Source: an optimization exercise on an open RTL-to-GDS flow (aim: small area, a short achievable clock period and few clock cycles). Production flows keep margins and buffers that such runs may drop. Only simulation tests tie the RTL to the original design; equivalence was not proved. Power is estimated from default activity; no workload was simulated.

[run.sh]
#!/bin/bash
# synth_recipe.tcl (not shown) runs the flow's synth.tcl, then flattens the netlist and writes it again
# the make line also repeats each setting of config.mk as NAME=value (left out here)
make -C /OpenROAD-flow-scripts/flow DESIGN_CONFIG=/design/flow/config.mk WORK_HOME=/design/flow/orfs CLKGATE_MAP_FILE= SYNTH_SCRIPT=/design/flow/synth_recipe.tcl finish
[config.mk]
export PLATFORM = sky130hd
export DESIGN_NAME = rtp_sr_sender
export DESIGN_NICKNAME = rtp_sr_sender
export VERILOG_FILES = /design/flow/design.v
export SDC_FILE = /design/flow/constraint.sdc
export NUM_CORES = 4
export LEC_CHECK = 0
export CAP_MARGIN = 20
export CORE_MARGIN = 2
export CORE_UTILIZATION = 40
export PLACE_DENSITY = 0.6
export SLEW_MARGIN = 20
[constraint.sdc]
create_clock -name core_clock -period 10.0 [get_ports {clk}]
set_input_delay 2.0000 -clock core_clock [delete_from_list [all_inputs] [get_ports {clk}]]
set_output_delay 2.0000 -clock core_clock [all_outputs]
set_load 0.01 [all_outputs]
[design.v]
module rtp_sr_sender (
    input  wire        clk,
    input  wire        rst,
    input  wire        ev_valid,
    output wire        ev_ready,
    input  wire [1:0]  ev_kind,       
    input  wire        ev_ack,        
    input  wire [31:0] ev_seq,        
    input  wire [31:0] cfg_total,     
    input  wire [4:0]  cfg_window,    
    input  wire [31:0] cfg_rto,       
    input  wire [31:0] cfg_poll,      
    output wire        tx_valid,
    input  wire        tx_ready,
    output wire [31:0] tx_seq,
    output wire        running,
    output wire [31:0] base
);
    reg         run_r;
    reg  [3:0]  lo;           
    reg  [27:0] hb;           
    reg  [31:0] rem;          
    reg  [4:0]  win;          
    reg  [31:0] rnm1;         
    reg  [31:0] xr;           
    reg  [31:0] poll;         
    reg  [31:0] pcnt;         
    reg         big;          
    reg         wchk;         
    reg         wpass;        
    reg  [511:0] tmr;         
    reg  [15:0] acked, sent, e0, pend;
    integer i, j, d;
    wire [27:0] hb1     = hb + 28'd1;
    wire [31:0] rn      = rnm1 + 32'd1;
    wire        rem_big = (rem[31:5] != 27'd0);
    reg  [3:0]  off [0:15];
    reg  [15:0] is_lo, ge_lo, lt_w, lt_r0, lt_r16, last_e;
    always @* begin
        for (i = 0; i < 16; i = i + 1) begin
            off[i]    = 4'(i) - lo;
            is_lo[i]  = (off[i] == 4'd0);
            ge_lo[i]  = (4'(i) >= lo);
            lt_w[i]   = ({1'b0, off[i]} < win);
            lt_r0[i]  = rem_big || ({1'b0, off[i]} < rem[4:0]);
            lt_r16[i] = rem_big || ({1'b1, off[i]} < rem[4:0]);
            last_e[i] = !rem_big && ({1'b0, off[i]} + 5'd1 == rem[4:0]);
        end
    end
    wire [15:0] inwin = lt_w & lt_r0;
    reg  [15:0] sf [0:4];
    reg  [15:0] sv [0:4];
    always @* begin
        sf[0] = is_lo;
        sv[0] = acked | is_lo;
        for (d = 0; d < 4; d = d + 1)
            for (i = 0; i < 16; i = i + 1) begin
                sf[d+1][i] = sf[d][i] | sf[d][(i + 16 - (1 << d)) % 16];
                sv[d+1][i] = sf[d][i] ? sv[d][i] : (sv[d][i] & sv[d][(i + 16 - (1 << d)) % 16]);
            end
    end
    wire [15:0] clr = sv[4];
    reg  [15:0] clr_w;
    reg  [3:0]  widx;
    always @* begin
        for (i = 0; i < 16; i = i + 1) begin
            widx     = i[3:0] - win[3:0];
            clr_w[i] = clr[widx];
        end
    end
    reg  [15:0] m_slide;
    always @* begin
        for (i = 0; i < 16; i = i + 1)
            m_slide[i] = clr[i] ? (lt_w[i] && clr_w[i] && lt_r16[i])
                                : ((lt_w[i] || clr_w[i]) && lt_r0[i] && !acked[i] && (!sent[i] || e0[i]));
    end
    wire        fin_s   = ((clr & last_e) != 16'd0);
    reg  [3:0]  lo_n;
    always @* begin
        lo_n = 4'd0;
        for (i = 0; i < 16; i = i + 1)
            if (clr[(i + 15) % 16] && !clr[i]) lo_n = lo_n | 4'(i);
        if (clr == 16'hffff) lo_n = lo;
    end
    wire [3:0]  s1_lo   = lo_n - lo;
    wire [4:0]  s1      = {(s1_lo == 4'd0), s1_lo};
    wire [31:0] rem_s   = rem - {27'd0, s1};
    wire [15:0] fdec    = 16'd1 << ev_seq[3:0];
    wire        eq_hb   = (ev_seq[31:4] == hb);
    wire        eq_hb1  = (ev_seq[31:4] == hb1);
    wire [15:0] hitmask = {16{ev_ack}} & fdec & inwin & ((ge_lo & {16{eq_hb}}) | (~ge_lo & {16{eq_hb1}}));
    wire        hit_base = ev_ack && eq_hb && ((fdec & is_lo) != 16'd0);
    wire [15:0] m_frame = inwin & ~acked & ~hitmask & (~sent | e0);
    wire        due     = (pcnt == 32'd1);
    wire [31:0] cmpv = wchk ? rnm1 : xr;
    reg  [15:0] eqc;
    always @* begin
        for (i = 0; i < 16; i = i + 1)
            eqc[i] = (tmr[32*i +: 32] == cmpv);
    end
    wire [15:0] m_tick  = inwin & ~acked & (~sent | e0 | eqc);
    wire [15:0] m_wrap  = inwin & ~acked & (~sent | (e0 & ~eqc));
    wire [4:0]  wlen_st = ((cfg_total[31:5] != 27'd0) || (cfg_total[4:0] >= cfg_window)) ? cfg_window : cfg_total[4:0];
    reg  [15:0] m_start;
    always @* begin
        for (i = 0; i < 16; i = i + 1)
            m_start[i] = (i < wlen_st);
    end
    reg  [15:0] pf [0:4];
    reg  [15:0] pv [0:4];
    always @* begin
        pf[0] = is_lo;
        pv[0] = pend;
        for (d = 0; d < 4; d = d + 1)
            for (i = 0; i < 16; i = i + 1) begin
                pf[d+1][i] = pf[d][i] | pf[d][(i + 16 - (1 << d)) % 16];
                pv[d+1][i] = pf[d][i] ? pv[d][i] : (pv[d][i] | pv[d][(i + 16 - (1 << d)) % 16]);
            end
    end
    reg  [15:0] tfirst;
    reg  [3:0]  tslot;
    always @* begin
        for (i = 0; i < 16; i = i + 1)
            tfirst[i] = pend[i] && (is_lo[i] || !pv[4][(i + 15) % 16]);
        tslot = 4'd0;
        for (i = 0; i < 16; i = i + 1)
            if (tfirst[i]) tslot = tslot | 4'(i);
    end
    assign tx_valid = (pend != 16'd0);
    assign tx_seq   = {((tfirst & ~ge_lo) != 16'd0) ? hb1 : hb, tslot};
    wire        take    = tx_valid && tx_ready;
    wire        pend_one = ((pend & (pend - 16'd1)) == 16'd0);
    assign ev_ready = !wchk && ((pend == 16'd0) || (tx_ready && pend_one));
    assign running  = run_r;
    assign base     = {hb, lo};
    wire accept  = ev_valid && ev_ready;
    wire k_frame = (ev_kind == 2'd0);
    wire k_tick  = (ev_kind == 2'd1);
    wire k_start = (ev_kind == 2'd2);
    reg  [15:0] m;
    reg         do_pass;
    always @* begin
        m = 16'd0;
        do_pass = 1'b0;
        if (wchk) begin
            do_pass = wpass;
            m = m_wrap;
        end else if (k_tick) begin
            do_pass = run_r && due && !big;
            m = m_tick;
        end else if (k_start) begin
            do_pass = !run_r && (cfg_total != 32'd0);
            m = m_start;
        end else if (k_frame) begin
            do_pass = run_r && !(hit_base && fin_s);
            m = hit_base ? m_slide : m_frame;
        end
        if (!do_pass) m = 16'd0;
    end
    wire [31:0] stamp = (k_tick && !wchk) ? rn : (k_start && !wchk) ? 32'hffffffff : rnm1;
    always @(posedge clk) begin
        if (rst) begin
            run_r <= 1'b0;
            lo    <= 4'd0;
            hb    <= 28'd0;
            pend  <= 16'd0;
            wchk  <= 1'b0;
        end else begin
            wchk <= 1'b0;
            if (wchk) begin
                e0   <= e0 & ~eqc & ~m;
                sent <= sent | m;
                pend <= m;
            end else if (accept) begin
                pend <= m;
                if (k_tick) begin
                    rnm1  <= rn;
                    xr    <= xr + 32'd1;
                    e0    <= (e0 | eqc) & ~m;
                    pcnt  <= (run_r && due) ? poll : pcnt - 32'd1;
                    sent  <= sent | m;
                    wchk  <= big;
                    wpass <= run_r && due;
                end else if (k_start) begin
                    if (!run_r) begin
                        run_r <= (cfg_total != 32'd0);
                        lo    <= 4'd0;
                        hb    <= 28'd0;
                        rem   <= cfg_total;
                        win   <= cfg_window;
                        rnm1  <= 32'hffffffff;
                        xr    <= ~cfg_rto;
                        poll  <= cfg_poll;
                        pcnt  <= cfg_poll;
                        big   <= cfg_rto[31] || cfg_poll[31];
                        acked <= 16'd0;
                        sent  <= m;
                        e0    <= e0 & ~m;
                    end
                end else if (k_frame) begin
                    if (run_r) begin
                        if (hit_base) begin
                            lo    <= lo_n;
                            hb    <= clr[15] ? hb1 : hb;
                            rem   <= rem_s;
                            acked <= acked & ~clr;
                            sent  <= (sent & ~clr) | m;
                            if (fin_s) run_r <= 1'b0;
                        end else begin
                            acked <= acked | hitmask;
                            sent  <= sent | m;
                        end
                        if (do_pass) pcnt <= poll;
                        e0 <= e0 & ~m;
                    end
                end
            end else if (take) begin
                pend <= pend & ~tfirst;
            end
        end
    end
    always @(posedge clk) begin
        if (accept || wchk) begin
            for (j = 0; j < 16; j = j + 1)
                if (m[j]) tmr[32*j +: 32] <= stamp;
        end
    end
endmodule
==> key figures <==
Route
  – Initial DRC Count: 5059
  – Detail Route Antenna Nets: 0
  – Routed len/inst: 32.7 um
  – DRT Pass-1 Iters: 5
  – Via count: 41426
  – Vias per inst: 6.25
  – Remaining DRCs: 0
  – Final wirelength: 216000 um

Power and ir drop
  – Power Density: 144 nW/um^2
  – Leakage power figure: 18.1 nW
  – Reg power frac: 45.8%
  – Int Power: 0.00595 W
  – Gate power share: 13.2%
  – Net Sw Power: 0.00222 W
  – Sw frac: 27.2%
  – Power share of the clock group: 41.0%
  – VDD IR max: 0.148 mV

STA
  – RSZ-0062 raised after global routing: false
  – Max-slew violations: 0
  – Slew HR: 14.4%
  – Hold WS: 0.525 ns
  – Clk_skew: 0.0373 ns
  – Final min period: 8.85 ns
  – Worst Tran Pin Value: 1.25 ns
  – Tcrit/Tclk final: 88.5%
  – Final worst slack: 1.15 ns
  – Setup violators final: 0
  – Total Neg Setup Slack: 0 ns
  – Final Hold Viols: 0
  – Max Clk Rate: 113 MHz

Critical path
  – Required time worst endpoint: 8.00 ns
  – RR Endpoint: rem[28]$_DFFE_PP_
  – Kind of critical path: reg -> out
  – Reg2reg path depth: 26
  – CP arrival: 6.85 ns
  – CP max-delay cell: a21boi_0
  – CP max stage delay: 0.74 ns
  – CP Launch Type: flip-flop
  – Worst r2r src: lo[1]$_SDFFE_PP0P_
  – Critical-path cell list: buf_4 > ha_1 > nand2b_1 > o211a_1 > inv_4 > a21oi_2 > and4_1 > o21ai_0 > a21boi_0 > nor2_1 > a32o_1 > a2111o_1 > nor4_4 > buf_4 > nor3_1 > xor2_1 > clkdlybuf4s50_1
  – Worst Path Max Fanout: 28
  – CP dominant cell by count: buf_4
  – CP delay by family, top: compound AO/OA/AOI/OAI gates
  – Endpoint class of the critical path: output port
  – CP bufs+invs: 4
  – Reg2Reg Setup Slack: 1.26 ns

Finish
  – Cell area after layout: 56700 sq um
  – Fillcell total: 11178
  – Seq. cell area: 22800 sq um
  – Area delta synth->final: 16.8%
  – Final cell count without fillers: 6625
  – Fraction of layout cells with a size suffix above 1: 10.3%
  – Fin nets: 5183
  – Area of the multi-input gates: 25000 sq um

Global routing
  – Initial antenna violation count: 12
  – Pin count of the biggest net entering global routing: 77
  – Vias in the first global route: 39109
  – First-pass GRT wire length: 303000 um
  – GR Overflow Total: 0
  – Total global routing track utilization: 33.9%

Logic synthesis
  – Synth cell types: 104
  – Yosys reg bits: 777
  – Synth Warn #: 6
  – Post-synth top flop: edfxtp_1
  – Fraction of registers with async set or reset after synthesis: 0%
  – Post-synthesis cell count: 4726
  – Syn_area_per_cell: 10.3 sq um
  – Netlist Area Pre-Place: 48500 sq um
  – Largest area contributor in the netlist: edfxtp_1
  – Post-synth EDFFs: 727
  – Top cells by area, synth: edfxtp_1 45%, xnor2_1 12%, o21ai_0 3.3%
  – Sequential area share after synthesis: 47.1%
  – Net Count, Synth: 4971
  – Synth cell count leaders: 727 x edfxtp_1, 641 x xnor2_1, 389 x nand2_1, 319 x o21ai_0, 306 x nor2_1
  – Synth top area share: 45.0%
  – Most common cell in the netlist: edfxtp_1

Status
  – Outcome: timing/DRC/antenna clean

Floorplanning
  – Rows: 127
  – Die area: 124000 sq um
  – Die X: 352 um
  – Die height: 352 um
  – Starting Density: 40.4%
  – I/O Pins: 207
  – Core footprint: 120000 sq um

Placement
  – Placed cell area: 53700 sq um
  – Final HPWL DP: 152000 um
  – Dpl cells: 6457
  – Port buffer count: 206
  – Worst slack at placement: 1.42 ns
  – Final weighted congestion in routability-driven placement: 1.05

Run
  – MaxCap Viol Count: 0

Clock network
  – Total CTS buffers: 89
  – Worst skew pair latency: 0.71 ns
  – CTS Buffer Depth: 3
  – Postcts setup bufs: 0
  – Clock root buffer: clkbuf_16
  – Hold bufs inserted after CTS: 0
  – H-tree level count: 3
  – CTS tree: yes
  – Post-CTS sizing: 0
  – CTS Sinks: 777
  – CTS clk-pin slew, worst paths: 0.06 ns

Min path
  – Type of the most critical hold path: reg -> reg
  – Min-Delay Path Depth: 1
  – Hold path start: big$_DFFE_PP_
  – Hold endpoint: wchk$_SDFF_PN0_
==> how the worst max path moves through the flow <==
stage | from | to | slack [ns] | depth (start not counted)
2_1_floorplan | lo[1]$_SDFFE_PP0P_ | pcnt[0]$_DFFE_PP_ | 1.83 | 20
3_3_place_gp | lo[3]$_SDFFE_PP0P_ | rem[31]$_DFFE_PP_ | 1.48 | 27
3_5_place_dp | lo[1]$_SDFFE_PP0P_ | rem[31]$_DFFE_PP_ | 1.42 | 27
4_1_cts | lo[2]$_SDFFE_PP0P_ | tx_seq[29] | 1.37 | 17
5_1_grt | lo[2]$_SDFFE_PP0P_ | rem[31]$_DFFE_PP_ | 0.72 | 27
6_report | lo[2]$_SDFFE_PP0P_ | tx_seq[29] | 1.15 | 17
==> sequential cells by signal, indices dropped and copies added, names as in the netlist, 5 cells and up <==
signal  cells
acked      16
e0         16
hb         28
pcnt       32
pend       16
poll       32
rem        32
rnm1       32
sent       16
tmr       512
win         5
xr         32
==> placed cells by master, fill, tap and decap left out, types with 79 or more instances in the layout <==
| master | netlist | routed |
|---|---|---|
| a21oi_1 | 277 | 267 |
| buf_4 | 5 | 176 |
| clkbuf_16 | 0 | 90 |
| clkdlybuf4s50_1 | 0 | 205 |
| edfxtp_1 | 727 | 727 |
| ha_1 | 103 | 101 |
| inv_1 | 97 | 96 |
| mux2i_1 | 115 | 83 |
| nand2_1 | 389 | 389 |
| nand3_1 | 115 | 114 |
| nand4_1 | 79 | 79 |
| nor2_1 | 306 | 297 |
| nor3_1 | 111 | 107 |
| nor4_1 | 178 | 177 |
| o21ai_0 | 319 | 299 |
| xnor2_1 | 641 | 639 |
| xor2_1 | 88 | 88 |
==> final cells by class <==
class / count / area share, %
multi-input cells: 3576 / 44.1
diodes: 2 / 0.00883
repair buffers: 385 / 6.05
flip-flops and latches: 777 / 40.3
clock buffers: 108 / 4.15
inverters: 109 / 0.726
well taps: 1612 / 3.56
clock inverters: 56 / 1.08
==> routing by layer <==
| metal | vias to the layer above | wire (um) | global-route usage, % |
|---|---|---|---|
| li1 | 18072 | - | - |
| met1 | 20818 | 87000 | 43.7 |
| met2 | 2051 | 101000 | 55.4 |
| met3 | 479 | 17600 | 6.59 |
| met4 | 6 | 10800 | 14.6 |
| met5 | - | 43 | 0 |
==> cells by family (layout without fill, tap and decap cells) <==
kind of cell / Yosys count / after routing / synth area share (%)
AND/OR/NAND/NOR: 1470 / 1470 / 15.2
XOR/XNOR: 737 / 737 / 13.5
buffers and inverters: 373 / 658 / 3.10
flip-flops: 777 / 777 / 47.1
adder cells (fa/ha/maj): 109 / 109 / 2.82
AO/OA/AOI/OAI: 1112 / 1112 / 14.8
multiplexers: 148 / 148 / 3.56
other: 0 / 2 / 0
==> power groups by stage <==
stage | Combinational [W] | Clock, W | Sequential (W)
after detailed placement | 0.00105 | 0 | 0.00381
after floorplan | 0.000576 | 0 | 0.00378
after global placement | 0.00105 | 0 | 0.00381
after CTS | 0.00106 | 0.00337 | 0.00374
after global routing | 0.00113 | 0.00350 | 0.00375
final | 0.00108 | 0.00335 | 0.00374
==> per-stage QoR <==
step / power [W] / utilization (%)
after floorplan: 0.00436 / -
after detailed placement: 0.00486 / 44.7
final: 0.00817 / 47.2
after global routing: 0.00837 / 47.2
after global placement: 0.00486 / 44.7
after CTS: 0.00817 / 47.1
Testbench counts, summed over its fixed seeds: cycles 12,213.

separate check: timing with driven ports:
No port has a modelled driver above. Below, the same layout with a new extraction and two added sets of constraints. Step 1 assumes that a clkbuf_16 drives the clock port and a buf_2 every other input. Step 2 times the ports against the registers' clock, not the clock port: input delays grow and output delays shrink by t, the midpoint of the rising clock arrivals with the driver on. a / b / c = ideal / step 1 / step 2; a / b = the first two.
t, ns: 0.764
setup slack, ns: 1.155 / 1.077 / 1.261
latest minus earliest clock arrival (ns): 0.037 / 0.038
worst data-port slew with drivers (ns): 0.09
cell pins on the clock port's net: 1
After both steps this run still meets setup and hold. The setup slack of this run moves by -0.078 ns with the drivers and by +0.106 ns with both steps.
